This is an optimization exercise on Yosys and OpenROAD, whose aim is small area, not a production implementation. Function was checked by simulation only, so behaviour that the tests miss may differ from the original. Power is estimated from default activity; no workload was simulated.

Design ltc_rx, start of the top module:
module ltc_rx (
    input  wire        clk,
    input  wire        rst,             
    input  wire        flush,           
    input  wire        in_valid,
    input  wire [7:0]  in_data,
    input  wire        in_last,         
    output reg         ev_valid,
    output wire [1:0]  ev_cmd,
    output wire [3:0]  ev_ch,
    output wire [1:0]  ev_pri,
    output wire [7:0]  ev_seq,
    output wire [8:0]  ev_len,
    output wire [31:0] ev_freq,
    output wire [7:0]  ev_tx_power,
    output wire [31:0] ev_tx_count,
    output wire [31:0] ev_rx_count,
    output wire [15:0] ev_crc_count,
    output wire [39:0] ev_ack_frame,
    output wire [15:0] st_frames_rx,
    output wire [15:0] st_crc_errors,
    output wire [15:0] st_framing_errors,
    output wire [15:0] st_acks_sent,
    output wire [15:0] st_rx_out_of_order,
    output wire [15:0] st_nacks_received
);
Size: roughly 690 cells after synthesis, ~250 flip-flops, roughly 300 I/O pins, ~9200 um2 of cells after synthesis.
clock: 5.0 ns
lec_check: 0
cap_margin: 0
core_margin: 2
core_utilization: 65
gpl_timing_driven: 0
place_density: 0.75
slew_margin: 0
standard.sh (not shown) runs the stock make flow with config.mk's settings and CLKGATE_MAP_FILE= SYNTH_SCRIPT=/design/flow/synth_recipe.tcl, a recipe that flattens the netlist after the stock synthesis.
==> flow/flow/run.sh <==
#!/bin/bash
# The standard layout (standard.sh) with these changes:
# - synthesis maps the combinational logic with an area-oriented ABC script,
#   and leaves adders to ABC instead of mapping them to adder cells first;
# - buffers left by synthesis are removed before the ports are buffered;
# - every output port is buffered by the smallest buffer, every input port
#   by a buf_2 (flow/pre_gpl.tcl);
# - a clock tree of small buffers without dummy loads.
# Each tool's log is in orfs/logs/; make's output is in standard.log.
set -euo pipefail
here=$PWD
export AREA_ABC_SCRIPT=$here/flow/area.abc
export ADDER_MAP_FILE=
export BUFFER_PORTS_ARGS="-outputs -buffer_cell sky130_fd_sc_hd__buf_1"
export CTS_ARGS="-sink_clustering_enable -repair_clock_nets -dont_use_dummy_load -buf_list sky130_fd_sc_hd__clkbuf_4 -sink_clustering_size 10 -sink_clustering_max_diameter 40"
export SKIP_REPAIR_TIE_FANOUT=1
export PRE_GLOBAL_PLACE_TCL=$here/flow/pre_gpl.tcl
sed "s#SYNTH_SCRIPT=[^ ]*#SYNTH_SCRIPT=$here/flow/my_synth.tcl#" standard.sh > my_standard.sh
grep -q "SYNTH_SCRIPT=$here/flow/my_synth.tcl" my_standard.sh
bash my_standard.sh > standard.log 2>&1
==> flow/flow/area.abc <==
strash
&get -n
&fraig -x
&put
scorr
dc2
strash
dch -f
dc2
&get -n
&dch -f
&nf -R 1000 -p -a -F 8 -A 4
&put
topo
stime -c
dnsize -c
==> flow/flow/my_synth.tcl <==
# The standard flow's synthesis script (synth_recipe.tcl), with ABC's combinational
# mapping run from an area-oriented script (flow/area.abc). Registers are
# mapped before ABC runs, so they are the same as the standard synthesis's.
proc synth {args} { yosys synth -nofsm -noshare {*}$args }
proc abc {args} {
  set i [lsearch -exact $args -script]
  if {$i >= 0} {
    set args [lreplace $args [expr {$i+1}] [expr {$i+1}] $::env(AREA_ABC_SCRIPT)]
  }
  yosys abc {*}$args
}
source $::env(SCRIPTS_DIR)/synth.tcl
# left out here: clear keep_hierarchy, flatten, clean up, hide names made inside functions, write 1_2_yosys.v
==> flow/flow/pre_gpl.tcl <==
remove_buffers
buffer_ports -inputs -buffer_cell sky130_fd_sc_hd__buf_2
The first run finished clean.
Rerun with:
--- a/flow/flow/run.sh
+++ b/flow/flow/run.sh
@@ -6,5 +6,6 @@
 # - every output port is buffered by the smallest buffer, every input port
 #   by a buf_2 (flow/pre_gpl.tcl);
-# - a clock tree of small buffers without dummy loads.
+# - a clock tree of small buffers without dummy loads;
+# - the constant outputs share synthesis's two tie cells (no tie fanout repair).
 # Each tool's log is in orfs/logs/; make's output is in standard.log.
 set -euo pipefail
- CORE_UTILIZATION: 65 -> 55
- PLACE_DENSITY: 0.75 -> 0.65
Effect:
- via count decreases slightly
- cell area increases slightly
- critical path depth decreases by 7
- routed wire length increases slightly
- core utilization decreases by 12 points
- setup slack degrades by 0.14 ns
- global-route usage decreases by 3.6 points
- maximum frequency decreases by a few percent
- power increases by a few percent


The RTL this note starts from:
==> flow/design.v <==
module ltc_crc16_byte (
    input  wire [15:0] crc_in,
    input  wire [7:0]  data,
    output reg  [15:0] crc_out
);
    integer i;
    reg [15:0] c;
    always @(*) begin
        c = crc_in ^ {data, 8'h00};
        for (i = 0; i < 8; i = i + 1) begin
            if (c[15])
                c = {c[14:0], 1'b0} ^ 16'h1021;
            else
                c = {c[14:0], 1'b0};
        end
        crc_out = c;
    end
endmodule
module ltc_sat_counter #(
    parameter W = 16
) (
    input  wire         clk,
    input  wire         rst,
    input  wire         inc,
    output reg  [W-1:0] count
);
    wire [W:0] carry;
    assign carry[0] = inc && !(&count);
    genvar i;
    generate
        for (i = 0; i < W; i = i + 1) begin : g_carry
            assign carry[i+1] = carry[i] & count[i];
        end
    endgenerate
    always @(posedge clk)
        count <= {W{!rst}} & (count ^ carry[W-1:0]);
endmodule
module ltc_rx (
    input  wire        clk,
    input  wire        rst,             
    input  wire        flush,           
    input  wire        in_valid,
    input  wire [7:0]  in_data,
    input  wire        in_last,         
    output reg         ev_valid,
    output wire [1:0]  ev_cmd,
    output wire [3:0]  ev_ch,
    output wire [1:0]  ev_pri,
    output wire [7:0]  ev_seq,
    output wire [8:0]  ev_len,
    output wire [31:0] ev_freq,
    output wire [7:0]  ev_tx_power,
    output wire [31:0] ev_tx_count,
    output wire [31:0] ev_rx_count,
    output wire [15:0] ev_crc_count,
    output wire [39:0] ev_ack_frame,
    output wire [15:0] st_frames_rx,
    output wire [15:0] st_crc_errors,
    output wire [15:0] st_framing_errors,
    output wire [15:0] st_acks_sent,
    output wire [15:0] st_rx_out_of_order,
    output wire [15:0] st_nacks_received
);
    localparam [1:0] CMD_DATA   = 2'd0;
    localparam [1:0] CMD_ACK    = 2'd1;
    localparam [1:0] CMD_NACK   = 2'd2;
    localparam [1:0] ACK_PRIORITY = 2'd1;    
    reg        in_seg;           
    reg        fresh;            
    reg [9:0]  cnt;              
    reg [15:0] crc;              
    reg [7:0]  hdr_packed;       
    reg [7:0]  hdr_seq;          
    reg [7:0]  pl [0:14];        
    wire byte_in = in_valid && !flush;
    wire is_sync = (in_data == 8'h00);
    wire seg_end   = byte_in && is_sync && in_seg;
    wire seg_grow  = byte_in && !is_sync && in_seg;
    wire len_ok    = !fresh && !cnt[9];
    wire crc_ok    = (crc == 16'h0000);
    wire frame_ok  = seg_end && len_ok && crc_ok;
    wire frame_bad = seg_end && !(len_ok && crc_ok);
    wire long_seg  = !fresh && !cnt[9] && (cnt[8] || cnt[7:0] >= 8'd251);
    wire overflow  = seg_grow && in_last && long_seg;
    wire [1:0] f_cmd = hdr_packed[1:0];
    wire [15:0] crc_next;
    ltc_crc16_byte u_crc (.crc_in(crc), .data(in_data), .crc_out(crc_next));
    wire [15:0] crc_sync;
    ltc_crc16_byte u_crc0 (.crc_in(16'hFFFF), .data(8'h00), .crc_out(crc_sync));
    wire cap = byte_in && !is_sync;
    wire clr = byte_in && is_sync;
    wire [8:0] plen = cnt[8:0];
    wire inc_freq = (plen < 9'd4);
    wire inc_txp  = (plen < 9'd5);
    wire inc_txc  = (plen < 9'd9);
    wire inc_rxc  = (plen < 9'd13);
    wire inc_crcc = (plen < 9'd15);
    reg  [14:0] pl_inc;
    always @(*) begin
        pl_inc[3:0]   = {4{inc_freq}};
        pl_inc[4]     = inc_txp;
        pl_inc[8:5]   = {4{inc_txc}};
        pl_inc[12:9]  = {4{inc_rxc}};
        pl_inc[14:13] = {2{inc_crcc}};
    end
    integer k;
    always @(posedge clk) begin
        if (rst || flush)
            in_seg <= 1'b0;
        else if (byte_in) begin
            if (is_sync)
                in_seg <= 1'b1;
            else if (overflow)
                in_seg <= 1'b0;
        end
        if (byte_in) begin
            fresh <= is_sync;
            crc   <= is_sync ? crc_sync : crc_next;
        end
        if (cap)
            cnt <= fresh ? -10'sd3 : cnt + 10'd1;
        if (cap && fresh)
            hdr_packed <= in_data;
        if (cap && !fresh && cnt == -10'sd3)
            hdr_seq <= in_data;
        for (k = 0; k < 15; k = k + 1)
            if ((cap && !fresh && cnt == k[9:0] - 10'd2) || (clr && pl_inc[k]))
                pl[k] <= in_data;
    end
    always @(posedge clk) begin
        if (rst)
            ev_valid <= 1'b0;
        else
            ev_valid <= frame_ok;
    end
    assign ev_cmd = f_cmd;
    assign ev_ch  = hdr_packed[7:4];
    assign ev_pri = hdr_packed[3:2];
    assign ev_seq = hdr_seq;
    assign ev_len = cnt[8:0];
    assign ev_freq      = {pl[0], pl[1], pl[2], pl[3]};
    assign ev_tx_power  = pl[4];
    assign ev_tx_count  = {pl[5], pl[6], pl[7], pl[8]};
    assign ev_rx_count  = {pl[9], pl[10], pl[11], pl[12]};
    assign ev_crc_count = {pl[13], pl[14]};
    wire [7:0]  ack_packed = {hdr_packed[7:4], ACK_PRIORITY, CMD_ACK};
    wire [15:0] ack_c1, ack_c2;
    ltc_crc16_byte u_ack1 (.crc_in(crc_sync), .data(ack_packed), .crc_out(ack_c1));
    ltc_crc16_byte u_ack2 (.crc_in(ack_c1),   .data(hdr_seq),    .crc_out(ack_c2));
    assign ev_ack_frame = {8'h00, ack_packed, hdr_seq, ack_c2};
    reg bad_q, ovf_q;
    always @(posedge clk) begin
        bad_q <= frame_bad;
        ovf_q <= overflow;
    end
    wire [15:0] st_data_frames;
    ltc_sat_counter #(.W(16)) u_frames_rx (
        .clk(clk), .rst(rst), .inc(ev_valid), .count(st_frames_rx));
    ltc_sat_counter #(.W(16)) u_crc_errors (
        .clk(clk), .rst(rst), .inc(bad_q), .count(st_crc_errors));
    ltc_sat_counter #(.W(16)) u_framing_errors (
        .clk(clk), .rst(rst), .inc(ovf_q), .count(st_framing_errors));
    ltc_sat_counter #(.W(16)) u_data_frames (
        .clk(clk), .rst(rst), .inc(ev_valid && f_cmd == CMD_DATA), .count(st_data_frames));
    ltc_sat_counter #(.W(16)) u_nacks_received (
        .clk(clk), .rst(rst), .inc(ev_valid && f_cmd == CMD_NACK), .count(st_nacks_received));
    assign st_acks_sent       = st_data_frames;
    assign st_rx_out_of_order = st_data_frames;
endmodule
clock: 5.0 ns
lec_check: 0
cap_margin: 0
core_margin: 2
core_utilization: 65
gpl_timing_driven: 0
place_density: 0.75
slew_margin: 0
==> flow/flow/run.sh <==
#!/bin/bash
# The standard layout (standard.sh) with these changes:
# - synthesis maps the combinational logic with an area-oriented ABC script;
# - buffers left by synthesis are removed before the ports are buffered;
# - every port is buffered by the smallest buffer;
# - a clock tree of small buffers without dummy loads.
# Each tool's log is in orfs/logs/; make's output is in standard.log.
set -euo pipefail
here=$PWD
export AREA_ABC_SCRIPT=$here/flow/area.abc
export BUFFER_PORTS_ARGS="-buffer_cell sky130_fd_sc_hd__buf_1"
export CTS_ARGS="-sink_clustering_enable -repair_clock_nets -dont_use_dummy_load -buf_list sky130_fd_sc_hd__clkbuf_4 -sink_clustering_size 12 -sink_clustering_max_diameter 40 -sink_clustering_levels 2"
export PRE_GLOBAL_PLACE_TCL=$here/flow/pre_gpl.tcl
sed "s#SYNTH_SCRIPT=[^ ]*#SYNTH_SCRIPT=$here/flow/my_synth.tcl#" standard.sh > my_standard.sh
grep -q "SYNTH_SCRIPT=$here/flow/my_synth.tcl" my_standard.sh
bash my_standard.sh > standard.log 2>&1
==> flow/flow/area.abc <==
strash
&get -n
&fraig -x
&put
scorr
dc2
strash
&get -n
&dch -f
&nf -R 1000 -p -F 8 -A 4 -E 100
&put
topo
stime -c
dnsize -c
==> flow/flow/pre_gpl.tcl <==
remove_buffers
Scripts as last shown in full above: flow/flow/my_synth.tcl
Rerun with:
==> flow/flow/run.sh (replaced) <==
#!/bin/bash
# Standard layout, with every port buffered by the smallest buffer and a
# clock tree of small buffers without dummy loads. Synthesis buffers are
# removed before the ports are buffered.
export BUFFER_PORTS_ARGS="-buffer_cell sky130_fd_sc_hd__buf_1"
export CTS_ARGS="-sink_clustering_enable -repair_clock_nets -dont_use_dummy_load -buf_list sky130_fd_sc_hd__clkbuf_4 -sink_clustering_size 16 -sink_clustering_max_diameter 25"
export PRE_GLOBAL_PLACE_TCL=$PWD/flow/pre_gpl.tcl
bash standard.sh > standard.log 2>&1
removed: flow/flow/area.abc
removed: flow/flow/my_synth.tcl
=> First-iteration DRC count falls by about 20%; setup slack degrades by 100 ps; critical path depth falls by 13; synthesized cell count rises by about 5%; sequential power hardly moves; global-route usage falls by 0.78 points; flip-flop and latch count stays the same; cell area rises by about 3.5%; combinational power rises by 29%; total power rises by 8.7%; via count rises by about 1.7%.
Rerun with:
--- a/flow/flow/run.sh
+++ b/flow/flow/run.sh
@@ -6 +6 @@
-export CTS_ARGS="-sink_clustering_enable -repair_clock_nets -dont_use_dummy_load -buf_list sky130_fd_sc_hd__clkbuf_4 -sink_clustering_size 16 -sink_clustering_max_diameter 25"
+export CTS_ARGS="-sink_clustering_enable -repair_clock_nets -dont_use_dummy_load -buf_list sky130_fd_sc_hd__clkbuf_4 -sink_clustering_size 10 -sink_clustering_max_diameter 40"
=> The changed run went through all stages and came out clean; final area shrinks by 1.0%; non-clock buffer count stays the same; core utilization shrinks by 0.77 points; routed wire length grows by 0.48%; worst hold slack degrades by 19 ps; via count is about the same; sequential share of layout area grows by 0.60 points.
Rerun with:
==> flow/flow/run.sh (replaced) <==
#!/bin/bash
# Standard layout, with every port buffered by the smallest buffer and a
# clock tree of small buffers without dummy loads.
export BUFFER_PORTS_ARGS="-buffer_cell sky130_fd_sc_hd__buf_1"
export CTS_ARGS="-sink_clustering_enable -repair_clock_nets -dont_use_dummy_load -buf_list sky130_fd_sc_hd__clkbuf_4 -sink_clustering_size 12 -sink_clustering_max_diameter 50"
bash standard.sh > standard.log 2>&1
CAP_MARGIN = 20   (was 0)
CORE_UTILIZATION = 40   (was 65)
GPL_TIMING_DRIVEN = not set   (was 0)
PLACE_DENSITY = not set   (was 0.75)
SLEW_MARGIN = 20   (was 0)
removed: flow/flow/pre_gpl.tcl
Result:
- wire length goes up by 6.6%
- via count is lower by 2.7%
- synthesized cell count stays the same
- worst hold slack improves by 11 ps
- final area came out higher by 1.9%
- cell count went up by 13%
- setup slack improves by 390 ps
- power fell by 2.0%
- first-iteration DRC count drops by 4.4%


Starts from the design.v that is shown in full above.
==> flow/config.mk <==
export PLATFORM = sky130hd
export DESIGN_NAME = ltc_rx
export DESIGN_NICKNAME = ltc_rx
export VERILOG_FILES = /design/flow/design.v
export SDC_FILE = /design/flow/constraint.sdc
export NUM_CORES = 4
export LEC_CHECK = 0
export CAP_MARGIN = 0
export CORE_MARGIN = 2
export CORE_UTILIZATION = 65
export GPL_TIMING_DRIVEN = 0
export PLACE_DENSITY = 0.75
export SLEW_MARGIN = 0
==> flow/constraint.sdc <==
create_clock -name core_clock -period 5.0 [get_ports {clk}]
set_input_delay 1.0000 -clock core_clock [delete_from_list [all_inputs] [get_ports {clk}]]
set_output_delay 1.0000 -clock core_clock [all_outputs]
set_load 0.01 [all_outputs]
==> flow/flow/run.sh <==
#!/bin/bash
# The standard layout (standard.sh) with these changes:
# - synthesis maps the combinational logic with an area-oriented ABC script;
# - buffers left by synthesis are removed before the ports are buffered;
# - every port is buffered by the smallest buffer;
# - a clock tree of small buffers without dummy loads.
# Each tool's log is in orfs/logs/; make's output is in standard.log.
set -euo pipefail
here=$PWD
export AREA_ABC_SCRIPT=$here/flow/area.abc
export BUFFER_PORTS_ARGS="-buffer_cell sky130_fd_sc_hd__buf_1"
export CTS_ARGS="-sink_clustering_enable -repair_clock_nets -dont_use_dummy_load -buf_list sky130_fd_sc_hd__clkbuf_4 -sink_clustering_size 10 -sink_clustering_max_diameter 40"
export PRE_GLOBAL_PLACE_TCL=$here/flow/pre_gpl.tcl
sed "s#SYNTH_SCRIPT=[^ ]*#SYNTH_SCRIPT=$here/flow/my_synth.tcl#" standard.sh > my_standard.sh
grep -q "SYNTH_SCRIPT=$here/flow/my_synth.tcl" my_standard.sh
bash my_standard.sh > standard.log 2>&1
==> flow/flow/area.abc <==
strash
&get -n
&fraig -x
&put
scorr
dc2
strash
&get -n
&dch -f
&nf -R 1000 -p -F 8 -A 4 -E 100
&put
topo
stime -c
dnsize -c
==> flow/flow/my_synth.tcl <==
# The standard flow's synthesis script (synth_recipe.tcl), with ABC's combinational
# mapping run from an area-oriented script (flow/area.abc). Registers are
# mapped before ABC runs, so they are the same as the standard synthesis's.
proc synth {args} { yosys synth -nofsm -noshare {*}$args }
proc abc {args} {
  set i [lsearch -exact $args -script]
  if {$i >= 0} {
    set args [lreplace $args [expr {$i+1}] [expr {$i+1}] $::env(AREA_ABC_SCRIPT)]
  }
  yosys abc {*}$args
}
source $::env(SCRIPTS_DIR)/synth.tcl
# left out here: clear keep_hierarchy, flatten, clean up, hide names made inside functions, write 1_2_yosys.v
==> flow/flow/pre_gpl.tcl <==
remove_buffers
Change:
==> flow/flow/run.sh (replaced) <==
#!/bin/bash
# Standard layout, with every port buffered by the smallest buffer.
export BUFFER_PORTS_ARGS="-buffer_cell sky130_fd_sc_hd__buf_1"
bash standard.sh > standard.log 2>&1
- CAP_MARGIN: 0 -> 20
- CORE_UTILIZATION: 65 -> 40
- GPL_TIMING_DRIVEN: 0 -> default
- PLACE_DENSITY: 0.75 -> default
- SLEW_MARGIN: 0 -> 20
removed: flow/flow/area.abc
removed: flow/flow/my_synth.tcl
removed: flow/flow/pre_gpl.tcl
Global-route usage shrinks by 10 points.
Count of clock-buffer cells in the layout went down by 4.
Final area went up by roughly a tenth.
Routed wire length rose by a few percent.
Total power rises by a quarter to a third.
First-iteration DRC count shrinks by about a fifth.
Combinational power went up by a quarter to a third.
Register-to-register slack gets better by 160 ps.
Via count goes down slightly.
Sequential power stays flat.
Change:
==> flow/flow/run.sh (replaced) <==
#!/bin/bash
# Standard layout, with every port buffered by the smallest buffer and a
# clock tree of small buffers without dummy loads.
export BUFFER_PORTS_ARGS="-buffer_cell sky130_fd_sc_hd__buf_1"
export CTS_ARGS="-sink_clustering_enable -repair_clock_nets -dont_use_dummy_load -buf_list sky130_fd_sc_hd__clkbuf_8 -sink_clustering_size 20 -sink_clustering_max_diameter 40"
bash standard.sh > standard.log 2>&1
- CAP_MARGIN: 20 -> 0
- CORE_UTILIZATION: 40 -> 65
- PLACE_DENSITY: default -> 0.75
- SLEW_MARGIN: 20 -> 0
What happened: First-iteration DRC count rises by 12%. Via count came out higher by 3.6%. Sequential share of layout area increases by 2.8 points. Cell area came out lower by about 5%. Setup slack loses 49 ps. Die area decreases by about 38%. Routed wire length falls by 3.1%. Clock power falls by 37%. Clock-buffer cell count came out higher by 1. Flip-flop and latch count does not change. Register-to-register slack degrades by 50 ps.
Change:
==> flow/flow/run.sh (replaced) <==
#!/bin/bash
# Standard layout, with every port buffered by the smallest buffer and a
# clock tree of small buffers without dummy loads.
export BUFFER_PORTS_ARGS="-buffer_cell sky130_fd_sc_hd__buf_1"
export CTS_ARGS="-sink_clustering_enable -repair_clock_nets -dont_use_dummy_load -buf_list sky130_fd_sc_hd__clkbuf_4 -sink_clustering_size 12 -sink_clustering_max_diameter 40"
bash standard.sh > standard.log 2>&1
- CAP_MARGIN: 0 -> 20
- CORE_UTILIZATION: 65 -> 75
- PLACE_DENSITY: 0.75 -> 0.85
- SLEW_MARGIN: 0 -> 20
Outcome: The new run produced a clean layout. Worst setup slack gets worse by 85 ps. First-iteration DRC count grows by about 30%. Routed wire length shrinks by 2.6%. Power shrinks by 9.6%. Non-clock buffer count shrinks by 4. Sequential cell count stays the same. Synthesized cell count does not change. Final cell count shrinks by about 1.6%. Register-to-register slack gets worse by 80 ps. Hold slack gets worse by 13 ps.

[separate check: timing with driven ports]
The results above use ideal ports. As a check the final layouts listed here were re-extracted and re-timed, cells and wires unchanged. Step 1 assumes that a clkbuf_16 drives the clock port and a buf_2 every other input. Step 2 moves the port delays by t, midway between the first and last clock arrival at a register: inputs arrive t later, outputs are due t later. That takes back most of the time a late clock gives input paths. Slacks: ideal / step 1 / step 2; pairs: ideal / step 1.
| run | shift t [ns] | setup WS [ns] | worst setup path after step 2 | clock arrival spread, ns | worst register clock-pin slew, ns |
|---|---|---|---|---|---|
| the first run of note 1 | 0.659 | 1.661 / 1.661 / 1.036 | input to register | 0.057 / 0.056 | 0.11 / 0.11 |
| the second run of note 1 | 0.635 | 1.518 / 1.533 / 0.898 | input to register | 0.054 / 0.053 | 0.11 / 0.11 |
| the first run of note 2 | 0.655 | 0.826 / 0.826 / 0.199 | input to register | 0.055 / 0.055 | 0.12 / 0.12 |
| the second run of note 2 | 0.653 | 0.726 / 0.739 / 0.085 | input to register | 0.047 / 0.047 | 0.09 / 0.09 |
| the third run of note 2 | 0.633 | 0.545 / 0.556 / -0.077 | input to register | 0.077 / 0.077 | 0.10 / 0.10 |
| the fourth run of note 2 | 0.689 | 0.934 / 0.934 / 0.934 | register to register | 0.091 / 0.091 | 0.12 / 0.12 |
| the first run of note 3 | 0.615 | 0.793 / 0.809 / 0.194 | input to register | 0.042 / 0.042 | 0.10 / 0.10 |
| the second run of note 3 | 0.548 | 0.991 / 0.991 / 0.991 | register to register | 0.021 / 0.021 | 0.06 / 0.06 |
| the third run of note 3 | 0.581 | 0.942 / 0.942 / 0.942 | register to register | 0.034 / 0.035 | 0.08 / 0.08 |
| the fourth run of note 3 | 0.664 | 0.858 / 0.858 / 0.858 | register to register | 0.057 / 0.057 | 0.12 / 0.12 |
With both steps, setup timing fails in the third run of note 2, where it was met with ideal ports. The setup slack of the second run of note 2, which loses most, moves by +0.013 ns with the drivers and by -0.641 ns with both steps.
